This is an optimization exercise on Yosys and OpenROAD, whose aim is small area, a short achievable clock period and few clock cycles per item, not a production implementation. In this exercise RTL edits were held to simulation tests only and were not proved equivalent to the original. Power figures rest on the tool's default switching activity, not on a simulated workload.

==> flow/design.v <==
module mm_muldiv (
    input  wire        clk,
    input  wire        rst,       
    input  wire        start,     
    input  wire [1:0]  op,
    input  wire [23:0] a_in,
    input  wire [23:0] l_in,
    input  wire [23:0] m_in,
    output wire        busy,
    output reg         done,      
    output reg  [23:0] a_out,
    output reg  [23:0] l_out,
    output reg         err
);
    localparam OP_MPY = 2'd0;
    localparam OP_SMP = 2'd1;
    localparam OP_MPM = 2'd2;
    localparam OP_DIV = 2'd3;
    reg        busy_r;
    reg [5:0]  cnt;        
    reg        is_div;
    reg        dz;         
    reg        sgn_q;      
    reg        sgn_r;      
    reg [22:0] opnd;       
    reg [23:0] hi;         
    reg [45:0] lo;         
    assign busy = busy_r;
    wire accept = start && !busy_r;
    wire [23:0] mul_sum = {1'b0, hi[22:0]} + (lo[0] ? {1'b0, opnd} : 24'd0);
    wire [23:0] div_shift = {hi[22:0], lo[45]};
    wire [24:0] div_diff  = {1'b0, div_shift} - {2'b00, opnd};
    wire        div_ge    = !div_diff[24];
    wire        q_ovf = |lo[45:23];
    wire [22:0] q_mag = q_ovf ? 23'h7FFFFF : lo[22:0];
    wire [22:0] r_mag = hi[22:0];
    always @(posedge clk) begin
        if (rst) begin
            busy_r <= 1'b0;
            done   <= 1'b0;
            cnt    <= 6'd0;
        end else begin
            done <= 1'b0;
            if (accept) begin
                busy_r <= 1'b1;
                is_div <= (op == OP_DIV);
                dz     <= 1'b0;
                sgn_r  <= a_in[23];
                hi     <= 24'd0;
                case (op)
                    OP_MPY: begin
                        sgn_q <= a_in[23] ^ m_in[23];
                        opnd  <= m_in[22:0];
                        lo    <= {23'd0, a_in[22:0]};
                        cnt   <= 6'd23;
                    end
                    OP_SMP: begin
                        sgn_q <= a_in[23] ^ m_in[23];
                        opnd  <= {14'd0, m_in[22:14]};
                        lo    <= {37'd0, a_in[22:14]};
                        cnt   <= 6'd23;
                    end
                    OP_MPM: begin
                        sgn_q <= 1'b0;
                        opnd  <= m_in[22:0];
                        lo    <= {23'd0, a_in[22:0]};
                        cnt   <= 6'd23;
                    end
                    default: begin  
                        sgn_q <= a_in[23] ^ m_in[23];
                        opnd  <= m_in[22:0];
                        if (m_in[22:0] == 23'd0) begin
                            dz  <= 1'b1;
                            hi  <= a_in;
                            lo  <= {22'd0, l_in};
                            cnt <= 6'd1;
                        end else begin
                            lo  <= {a_in[22:0], l_in[22:0]};
                            cnt <= 6'd46;
                        end
                    end
                endcase
            end else if (busy_r) begin
                if (!dz) begin
                    if (is_div) begin
                        hi <= div_ge ? div_diff[23:0] : div_shift;
                        lo <= {lo[44:0], div_ge};
                    end else begin
                        hi <= {1'b0, mul_sum[23:1]};
                        lo <= {23'd0, mul_sum[0], lo[22:1]};
                    end
                end
                cnt <= cnt - 6'd1;
                if (cnt == 6'd1) begin
                    busy_r <= 1'b0;
                    done   <= 1'b1;
                end
            end
        end
    end
    always @(*) begin
        if (dz) begin
            a_out = hi;
            l_out = lo[23:0];
            err   = 1'b1;
        end else if (is_div) begin
            a_out = {sgn_q, q_mag};
            l_out = {sgn_r & (r_mag != 23'd0), r_mag};
            err   = q_ovf;
        end else begin
            a_out = {sgn_q, hi[22:0]};
            l_out = {1'b0, lo[22:0]};
            err   = 1'b0;
        end
    end
endmodule
module mm_core (
    input  wire        clk,
    input  wire        rst,              
    input  wire        d37c_mode,        
    input  wire [23:0] discrete_in_a,
    input  wire [23:0] discrete_in_b,
    input  wire [23:0] countdown_init,   
    output reg         mem_req,
    output reg         mem_we,
    output reg  [12:0] mem_addr,
    output reg  [23:0] mem_wdata,
    input  wire        mem_ready,
    input  wire [23:0] mem_rdata,
    output reg         retire,
    output reg         ret_telemetry,
    output wire [23:0] acc_a,
    output wire [23:0] acc_l,
    output wire [12:0] loc_i,
    output reg         halted,
    output reg         error,
    output reg  [23:0] discrete_out_a,
    output reg  [15:0] voltage_out0,
    output reg  [15:0] voltage_out1,
    output reg  [15:0] voltage_out2,
    output reg  [1:0]  binary_out0,
    output reg  [1:0]  binary_out1,
    output reg  [1:0]  binary_out2,
    output reg  [2:0]  phase,
    output reg  [23:0] fine_countdown,
    output reg         countdown_enabled,
    output reg  [6:0]  current_sector,
    output reg  [31:0] cycle_count
);
    localparam [5:0] CH_F = 6'o52, CH_H = 6'o54, CH_E = 6'o56, CH_U = 6'o60,
                     CH_L = 6'o64, CH_V = 6'o70, CH_R = 6'o72, CH_FS = 6'o50;
    function is_loop(input [5:0] ch);
        is_loop = (ch == CH_F) || (ch == CH_H) || (ch == CH_E) || (ch == CH_U) ||
                  (ch == CH_L) || (ch == CH_V) || (ch == CH_R);
    endfunction
    function is_bulk(input [5:0] ch);
        is_bulk = (ch < 6'd47) && !is_loop(ch);
    endfunction
    function [5:0] loop_idx(input [5:0] ch, input [6:0] sec);
        case (ch)
            CH_F:    loop_idx = {4'd0, sec[1:0]};
            CH_E:    loop_idx = 6'd4 + {3'd0, sec[2:0]};
            CH_H:    loop_idx = 6'd12 + {2'd0, sec[3:0]};
            CH_V:    loop_idx = 6'd28 + {4'd0, sec[1:0]};
            CH_R:    loop_idx = 6'd32 + {4'd0, sec[1:0]};
            default: loop_idx = 6'd36;        
        endcase
    endfunction
    localparam [3:0] S_FETCH = 4'd0, S_DECODE = 4'd1, S_OPRD = 4'd2, S_EXEC = 4'd3,
                     S_MDU = 4'd4, S_STORE = 4'd5, S_FSW = 4'd6, S_COMMIT = 4'd7,
                     S_HALT = 4'd8;
    reg  [3:0]  state;
    reg  [23:0] a_r, l_r;       
    reg  [12:0] i_r;            
    reg  [23:0] ir;             
    reg  [23:0] mr;             
    assign acc_a = a_r;
    assign acc_l = l_r;
    assign loc_i = i_r;
    wire [3:0] op   = ir[23:20];
    wire       flag = ir[19];
    wire [3:0] sp   = ir[18:15];
    wire [5:0] c    = ir[14:9];
    wire [6:0] s    = ir[8:2];
    wire [2:0] fc   = s[2:0];
    wire needs_operand = (op == 4'd1) || (op == 4'd4) || (op == 4'd5) || (op == 4'd7) ||
                         (op == 4'd9) || (op >= 4'd12);
    wire is_md         = (op == 4'd4) || (op == 4'd5) || (op == 4'd7);
    wire flag_store    = flag && ((op == 4'd4) || (op == 4'd5) || (op == 4'd7) ||
                                  (op == 4'd9) || (op >= 4'd12));
    wire fs_bulk       = flag_store && (fc == 3'd3);
    reg         lw_we;
    reg  [5:0]  lw_idx;
    reg  [23:0] lw_wdata;
    wire [24*37-1:0] lw_flat;
    genvar g;
    generate
        for (g = 0; g < 37; g = g + 1) begin : loopw
            reg [23:0] w;
            always @(posedge clk) begin
                if (rst)
                    w <= 24'd0;
                else if (lw_we && lw_idx == g)
                    w <= lw_wdata;
            end
            assign lw_flat[g*24 +: 24] = w;
        end
    endgenerate
    wire [12:0] rd_addr = (state == S_FETCH) ? i_r : {c, s};
    wire [5:0]  rd_ch   = rd_addr[12:7];
    wire [6:0]  rd_sec  = rd_addr[6:0];
    wire [5:0]  rd_idx  = loop_idx(rd_ch, rd_sec);
    reg  [23:0] rd_word;     
    always @(*) begin
        if (rd_ch == CH_L)
            rd_word = l_r;
        else if (is_loop(rd_ch))
            rd_word = lw_flat[rd_idx*24 +: 24];
        else
            rd_word = 24'd0;
    end
    wire [1:0]  md_op = (op == 4'd5) ? 2'd0 :
                        (op == 4'd4) ? 2'd1 :
                        d37c_mode    ? 2'd3 : 2'd2;
    wire        md_busy, md_done, md_err;
    wire [23:0] md_a, md_l;
    mm_muldiv u_md (
        .clk(clk), .rst(rst),
        .start(state == S_EXEC && is_md), .op(md_op),
        .a_in(a_r), .l_in(l_r), .m_in(mr),
        .busy(md_busy), .done(md_done),
        .a_out(md_a), .l_out(md_l), .err(md_err)
    );
    function [23:0] sm_add(input [23:0] a, input [23:0] b, input sub);
        reg signed [25:0] x, y, t;
        reg               sb;
        begin
            sb = b[23] ^ sub;
            x  = a[23] ? -$signed({3'b000, a[22:0]}) : $signed({3'b000, a[22:0]});
            y  = sb    ? -$signed({3'b000, b[22:0]}) : $signed({3'b000, b[22:0]});
            t  = x + y;
            if (t > 26'sd8388607)
                t = 26'sd8388607;
            else if (t < -26'sd8388607)
                t = -26'sd8388607;
            if (t < 0) begin
                t = -t;
                sm_add = {1'b1, t[22:0]};
            end else
                sm_add = {1'b0, t[22:0]};
        end
    endfunction
    function [11:0] clamp12(input [11:0] x, input [11:0] y);
        reg [11:0] ax, ay;
        begin
            ax = x[11] ? (~x + 12'd1) : x;
            ay = y[11] ? (~y + 12'd1) : y;
            if (ax > ay)
                clamp12 = x[11] ? (~ay + 12'd1) : ay;
            else
                clamp12 = x;
        end
    endfunction
    wire [3:0]  sh_sub = s[6:3];
    wire [3:0]  sh_n   = (s[2:0] == 3'd0) ? 4'd8 : {1'b0, s[2:0]};
    wire [11:0] a_hi   = a_r[23:12];
    wire [11:0] a_lo   = a_r[11:0];
    wire [47:0] a_dbl  = {a_r, a_r};
    wire [47:0] rotl   = a_dbl << sh_n;
    wire [47:0] rotr   = a_dbl >> sh_n;
    reg  [23:0] sh_res;
    always @(*) begin
        case (sh_sub)
            4'd8:    sh_res = {a_hi << sh_n, a_lo << sh_n};
            4'd9:    sh_res = a_r << sh_n;
            4'd10:   sh_res = {a_hi << sh_n, a_lo};
            4'd11:   sh_res = d37c_mode ? rotl[47:24] : {a_hi, a_lo << sh_n};
            4'd12:   sh_res = {a_hi >> sh_n, a_lo >> sh_n};
            4'd13:   sh_res = a_r >> sh_n;
            4'd14:   sh_res = {a_hi >> sh_n, a_lo};
            4'd15:   sh_res = d37c_mode ? rotr[23:0] : {a_hi, a_lo >> sh_n};
            default: sh_res = a_r;
        endcase
    end
    wire [5:0] sp_sub = s[6:1];      
    wire [6:0] fs_sec = s - 7'd2;    
    always @(*) begin
        mem_req   = 1'b0;
        mem_we    = 1'b0;
        mem_addr  = i_r;
        mem_wdata = a_r;
        case (state)
            S_FETCH: mem_req = is_bulk(i_r[12:7]);
            S_OPRD: begin
                mem_req  = 1'b1;
                mem_addr = {c, s};
            end
            S_STORE: begin
                mem_req  = 1'b1;
                mem_we   = 1'b1;
                mem_addr = {c, s};
            end
            S_FSW: begin
                mem_req  = 1'b1;
                mem_we   = 1'b1;
                mem_addr = {CH_FS, fs_sec};
            end
            default: ;
        endcase
    end
    always @(*) begin
        lw_we    = 1'b0;
        lw_idx   = loop_idx(c, s);
        lw_wdata = a_r;
        if (state == S_EXEC && op == 4'd11 && is_loop(c) && c != CH_L)
            lw_we = 1'b1;
        if (state == S_COMMIT && flag_store) begin
            case (fc)
                3'd1: begin lw_we = 1'b1; lw_idx = loop_idx(CH_F, s); end
                3'd4: begin lw_we = 1'b1; lw_idx = loop_idx(CH_E, s); end
                3'd6: begin lw_we = 1'b1; lw_idx = loop_idx(CH_H, s); end
                3'd7: begin lw_we = 1'b1; lw_idx = loop_idx(CH_U, s); end
                default: ;
            endcase
        end
    end
    wire taken = (op == 4'd10) ||
                 (op == 4'd6 && a_r[23]) ||
                 (op == 4'd2 && (d37c_mode ? (a_r[22:0] == 23'd0) : a_r[23]));
    always @(posedge clk) begin
        if (rst) begin
            state             <= S_FETCH;
            a_r               <= 24'd0;
            l_r               <= 24'd0;
            i_r               <= 13'd0;
            ir                <= 24'd0;
            mr                <= 24'd0;
            retire            <= 1'b0;
            ret_telemetry     <= 1'b0;
            halted            <= 1'b0;
            error             <= 1'b0;
            discrete_out_a    <= 24'd0;
            voltage_out0      <= 16'd0;
            voltage_out1      <= 16'd0;
            voltage_out2      <= 16'd0;
            binary_out0       <= 2'd0;
            binary_out1       <= 2'd0;
            binary_out2       <= 2'd0;
            phase             <= 3'd0;
            fine_countdown    <= countdown_init;
            countdown_enabled <= 1'b0;
            current_sector    <= 7'd0;
            cycle_count       <= 32'd0;
        end else begin
            retire        <= 1'b0;
            ret_telemetry <= 1'b0;
            case (state)
                S_FETCH: begin
                    if (is_bulk(i_r[12:7])) begin
                        if (mem_ready) begin
                            ir    <= mem_rdata;
                            state <= S_DECODE;
                        end
                    end else begin
                        ir    <= rd_word;
                        state <= S_DECODE;
                    end
                end
                S_DECODE: begin
                    if (needs_operand && is_bulk(c))
                        state <= S_OPRD;
                    else begin
                        mr    <= rd_word;
                        state <= S_EXEC;
                    end
                end
                S_OPRD: begin
                    if (mem_ready) begin
                        mr    <= mem_rdata;
                        state <= S_EXEC;
                    end
                end
                S_EXEC: begin
                    state <= fs_bulk ? S_FSW : S_COMMIT;
                    case (op)
                        4'd0: a_r <= sh_res;
                        4'd1: a_r <= {clamp12(a_hi, mr[23:12]), clamp12(a_lo, mr[11:0])};
                        4'd4, 4'd5, 4'd7: state <= S_MDU;
                        4'd8: begin
                            case (sp_sub)
                                6'h01: binary_out2 <= a_r[23:22];
                                6'h04: binary_out0 <= a_r[23:22];
                                6'h05: binary_out1 <= a_r[23:22];
                                6'h0B: discrete_out_a <= a_r;
                                6'h0C: voltage_out0 <= {7'd0, a_r[23:15]};
                                6'h0D: voltage_out1 <= {7'd0, a_r[23:15]};
                                6'h0E: voltage_out2 <= {7'd0, a_r[23:15]};
                                6'h10: if (d37c_mode) a_r <= a_r | l_r;
                                6'h11: a_r <= a_r & l_r;
                                6'h12: a_r <= a_r | 24'h800000;
                                6'h13: a_r <= a_r ^ 24'h800000;
                                6'h14: a_r <= discrete_in_b;
                                6'h15: a_r <= discrete_in_a;
                                6'h18: countdown_enabled <= 1'b0;
                                6'h19: countdown_enabled <= 1'b1;
                                6'h1E, 6'h1F: phase <= s[2:0];
                                default: ;
                            endcase
                        end
                        4'd9: a_r <= mr;
                        4'd11: begin
                            if (is_bulk(c))
                                state <= S_STORE;
                            else if (c == CH_L)
                                l_r <= a_r;
                        end
                        4'd12: a_r <= {a_hi + mr[23:12], a_lo + mr[11:0]};
                        4'd13: a_r <= sm_add(a_r, mr, 1'b0);
                        4'd14: a_r <= {a_hi - mr[23:12], a_lo - mr[11:0]};
                        4'd15: a_r <= sm_add(a_r, mr, 1'b1);
                        default: ;    
                    endcase
                end
                S_MDU: begin
                    if (md_done) begin
                        a_r   <= md_a;
                        l_r   <= md_l;
                        if (md_err) error <= 1'b1;
                        state <= fs_bulk ? S_FSW : S_COMMIT;
                    end
                end
                S_STORE: if (mem_ready) state <= S_COMMIT;
                S_FSW: if (mem_ready) state <= S_COMMIT;
                S_COMMIT: begin
                    if (flag_store && fc == 3'd5)
                        l_r <= a_r;
                    ret_telemetry <= flag_store && (fc == 3'd2);
                    retire        <= 1'b1;
                    i_r           <= taken ? {c, s} : {i_r[12:7], 3'd0, sp};
                    current_sector <= current_sector + 7'd1;
                    cycle_count    <= cycle_count + 32'd1;
                    if (countdown_enabled && fine_countdown != 24'd0)
                        fine_countdown <= fine_countdown - 24'd1;
                    if (op == 4'd8 && sp_sub == 6'h09) begin
                        halted <= 1'b1;
                        state  <= S_HALT;
                    end else
                        state  <= S_FETCH;
                end
                default: ;   
            endcase
        end
    end
endmodule
==> flow/run.sh <==
#!/bin/bash
# synth_recipe.tcl (not shown) runs the flow's synth.tcl, then flattens the netlist and writes it again
# the make line also repeats each setting of config.mk as NAME=value (left out here)
make -C /OpenROAD-flow-scripts/flow DESIGN_CONFIG=/design/flow/config.mk WORK_HOME=/design/flow/orfs CLKGATE_MAP_FILE= SYNTH_SCRIPT=/design/flow/synth_recipe.tcl finish
==> flow/config.mk <==
export PLATFORM = sky130hd
export DESIGN_NAME = mm_core
export DESIGN_NICKNAME = mm_core
export VERILOG_FILES = /design/flow/design.v
export SDC_FILE = /design/flow/constraint.sdc
export NUM_CORES = 4
export LEC_CHECK = 0
export CAP_MARGIN = 20
export CORE_MARGIN = 2
export CORE_UTILIZATION = 40
export SLEW_MARGIN = 20
==> flow/constraint.sdc <==
create_clock -name core_clock -period 9.0 [get_ports {clk}]
set_input_delay 1.8000 -clock core_clock [delete_from_list [all_inputs] [get_ports {clk}]]
set_output_delay 1.8000 -clock core_clock [all_outputs]
set_load 0.01 [all_outputs]
==> run notes <==
-- routing by layer --
metal,global-route usage,up-vias,routed length (um)
met5,0,-,95
met4,0.301,14,34000
met3,0.0894,1176,35600
met2,0.569,4543,153000
met1,0.468,35975,136000
li1,-,33426,-
-- path summary, 6_finish.rpt --
| check | cells after the start | slack [ns] | to | start |
|---|---|---|---|---|
| hold reg to reg | 2 | 0.45 | loopw[33].w[23] | loopw[33].w[23] |
| setup / recovery | 28 | 0.70 | a_r[18] | a_r[1] |
| hold / removal | 2 | 0.45 | loopw[33].w[23] | loopw[33].w[23] |
| setup reg to reg | 28 | 0.70 | a_r[18] | a_r[1] |
-- logic make-up (layout without fill, tap and decap cells) --
family | Yosys count | in the layout
adder cells (fa/ha/maj) | 174 | 174
flip-flops | 1232 | 1232
other | 1 | 37
AO/OA/AOI/OAI | 2448 | 2448
multiplexers | 319 | 319
XOR/XNOR | 350 | 350
buffers and inverters | 1067 | 987
AND/OR/NAND/NOR | 4109 | 4109
-- worst min-delay path: cells and delay by family (launching register included) --
family          cells  cell delay, ns
compound gates      1            0.05
flops               1            0.30
simple gates        1            0.05
-- power groups by stage --
stage	clock (uW)	sequential (uW)	combinational (uW)
global placement	0	5920	9140
floorplan	0	5810	5630
global route	6080	5820	9870
CTS	5870	5810	9090
detailed placement	0	5930	9040
finish	5820	5820	9490
-- cell type report --
class                   instances  area (um^2)  share of cell area
inverters                     159          597             0.00735
repair buffers                588         5410              0.0666
clock inverters                31          455             0.00561
well taps                    2355         2950              0.0363
multi-input cells            7421        41700               0.514
flip-flops and latches       1232        25900               0.319
clock buffers                 209         4140              0.0510
diodes                         16         40.0            0.000493
-- synth_stat cells (148+ instances only) --
| master | n | area, um^2 |
|---|---|---|
| xnor2_1 | 218 | 1910 |
| a221oi_1 | 223 | 1950 |
| nand3_1 | 409 | 2050 |
| ha_1 | 159 | 1990 |
| o21ai_0 | 370 | 1850 |
| nor2_1 | 1319 | 4950 |
| mux2i_1 | 304 | 3040 |
| nand2_1 | 1730 | 6490 |
| nor3_1 | 266 | 1330 |
| a21oi_1 | 1094 | 5480 |
| dfxtp_1 | 1111 | 22200 |
| inv_1 | 148 | 556 |
| clkbuf_1 | 764 | 2870 |
-- sequential cells by signal (all words and copies together), names as in the netlist, 2 cells and up --
register and count:
discrete_out_a 24, voltage_out0 9, fine_countdown 24, voltage_out2 9, binary_out2 2, loopw.w 888
u_md.lo 46, i_r 13, u_md.opnd 23, current_sector 7, u_md.hi 24, cycle_count 32
a_r 24, voltage_out1 9, ir 22, phase 3, binary_out0 2, binary_out1 2
mr 24, state 4, l_r 24, u_md.cnt 6
-- per-stage QoR --
| stage | hold WS [ns] | util | cells |
|---|---|---|---|
| 5_1_grt | 0.464 | 0.457 | 11995 |
| 6_report | 0.449 | 0.457 | 12011 |
| 2_1_floorplan | 0.433 | - | 9720 |
| 3_5_place_dp | 0.444 | 0.430 | 11752 |
| 3_3_place_gp | 0.439 | 0.430 | 11749 |
| 4_1_cts | 0.452 | 0.456 | 11992 |
==> flow_metrics.py <==
metrics = {
    "status": {
        "status": "complete, no violations",
    },
    "routing": {
        "route.detailed.drc": 0,
        "dr.pass1.iters": 10,
        "ant_nets": 0,
        "vias": 75134,
        "routed_wl_um": 359000,
        "routedWlPerCell_um": 29.9,
        "avgViaCountPerCell": 6.26,
        "drtIter0Drc": 9894,
    },
    "synth": {
        "yosys_warnings": 2,
        "ys_seq_elements": 1232,
        "synth_top_family_by_area": "simple AND/OR/NAND/NOR gates",
        "synth.avg_cell_area_um2": 7.36,
        "postSynthCellCount": 9700,
        "synth_mux_area_frac": 0.0453,
        "synthDistinctLibCells": 99,
        "synth_compound_area_frac": 0.215,
        "synthFlopType": "dfxtp_1",
        "synth-edff-count": 121,
        "syn-cell-area_um2": 71400,
        "synth_xor_xnor_area_share": 0.0437,
        "ys_seq_area_frac": 0.362,
        "synthAdderAreaFrac": 0.0308,
        "synth-simple-area-share": 0.244,
        "synthArstFlopShare": 0,
    },
    "clock_network": {
        "postCtsSetupBuffers": 0,
        "h-tree-depth": 4,
        "post_cts_resized": 0,
        "cts_buffers": 142,
        "worstSkewPairLatency_ns": 0.81,
        "clock-root-buffer": "clkbuf_16",
        "clkSinkCount": 1232,
        "cts_tree": "yes",
        "cts.clk_slew.worst_paths_ns": 0.06,
        "cts_hold_buf": 0,
        "clockBufferDepth": 3,
    },
    "timing": {
        "hold_viol": 0,
        "fin_skew_ns": 0.0526,
        "slew_headroom": 0.135,
        "layout_worst_path_cycle_share": 0.922,
        "timing.final.ws_setup_ns": 0.698,
        "fin_crit_ns": 8.30,
        "slew_viol_final": 0,
        "worstMarginPinSlew_ns": 1.30,
        "rsz0062_at_grt": "no",
        "finalSetupViolations": 0,
        "final.setup.tns_ns": 0,
        "fmax_mhz": 120,
    },
    "global_route": {
        "grt_overflow_total": 0,
        "grt_max_degree": 223,
        "grt_use_total": 0.380,
        "grt_pass1_wl_um": 503000,
        "antenna_found_initial": 25,
        "grt_pass1_vias": 67825,
    },
    "power": {
        "peakVddDrop_uv": 276,
        "powerDensity_nw_per_um2": 260,
        "p_sw_uw": 9310,
        "p_int_uw": 11800,
        "pwr-share-clk": 0.275,
        "power_uw": 21100,
        "p_seq_frac": 0.276,
        "p_leak_uw": 0.0296,
        "power_frac_comb": 0.449,
        "sw_frac_of_total": 0.440,
    },
    "place": {
        "io_buffers": 327,
        "postPlaceCellArea_um2": 76500,
        "dpl_worst_slack_ns": 0.836,
        "hpwl_um": 243000,
        "place.gp.congestion": 1.10,
    },
    "cells_and_area": {
        "final_area_um2": 81300,
        "synthToLayoutAreaGrowth_pct": 13.8,
        "n_fill_cell": 17753,
        "final_common_cell": "nand2_1",
        "most-common-layout-cells": "nand2_1 (1,723), nor2_1 (1,308), a21oi_1 (1,088), dfxtp_1 (1,083), nand3_1 (407)",
        "fin_nets": 9809,
        "drive_gt1_frac": 0.0646,
    },
    "floorplan": {
        "die_y_um": 427,
        "start_util": 0.402,
        "die_w_um": 427,
        "die-area_um2": 182000,
        "core.rowCount": 155,
        "core_area_um2": 178000,
        "ios": 349,
    },
    "worst_setup_path": {
        "crit_fanout": 23,
        "startpoint_type": "flop",
        "critPathBufInv": 3,
        "critical-path-top-delay-family": "compound AO/OA/AOI/OAI gates",
        "end_kind": "flop",
        "critPathMaxStageDelay_ns": 0.68,
        "crit_arrival_ns": 9.01,
        "critical_path_class": "flop to flop",
        "cp.required_ns": 9.71,
        "slowest_stage": "o21ai_0",
    },
    "worst_hold_path": {
        "hold_path_class": "flop to flop",
    },
    "run": {
        "cap_violations": 0,
    },
}
Testbench counts, summed over its fixed seeds: cycles 909,681, items 112,666.

==> static timing again, ports no longer ideal <==
The flow's constraints put no driver on any port. The routed layout listed below was extracted and timed again, unchanged, in two steps.
Step 1 (the two cells are an assumption about what drives the block):
set clk [get_ports {clk}]
set_driving_cell -lib_cell sky130_fd_sc_hd__clkbuf_16 $clk
set_driving_cell -lib_cell sky130_fd_sc_hd__buf_2 [delete_from_list [all_inputs] $clk]
Step 2, shift: input delay + t, output delay - t, t = (earliest + latest rising clock arrival at the registers) / 2. This alone moves slack from input paths to output paths.
a / b / c = ideal ports / drivers / drivers and shift; a / b = the first two.
t, ns: 0.885
setup slack, ns: 0.698 / 0.698 / 0.698
worst setup path after step 2: register to register
worst data-port slew with drivers (ns): 0.11
After both steps setup and hold are still met in this run. The setup slack of this run moves by 0.000 ns with the drivers and by 0.000 ns with both steps.
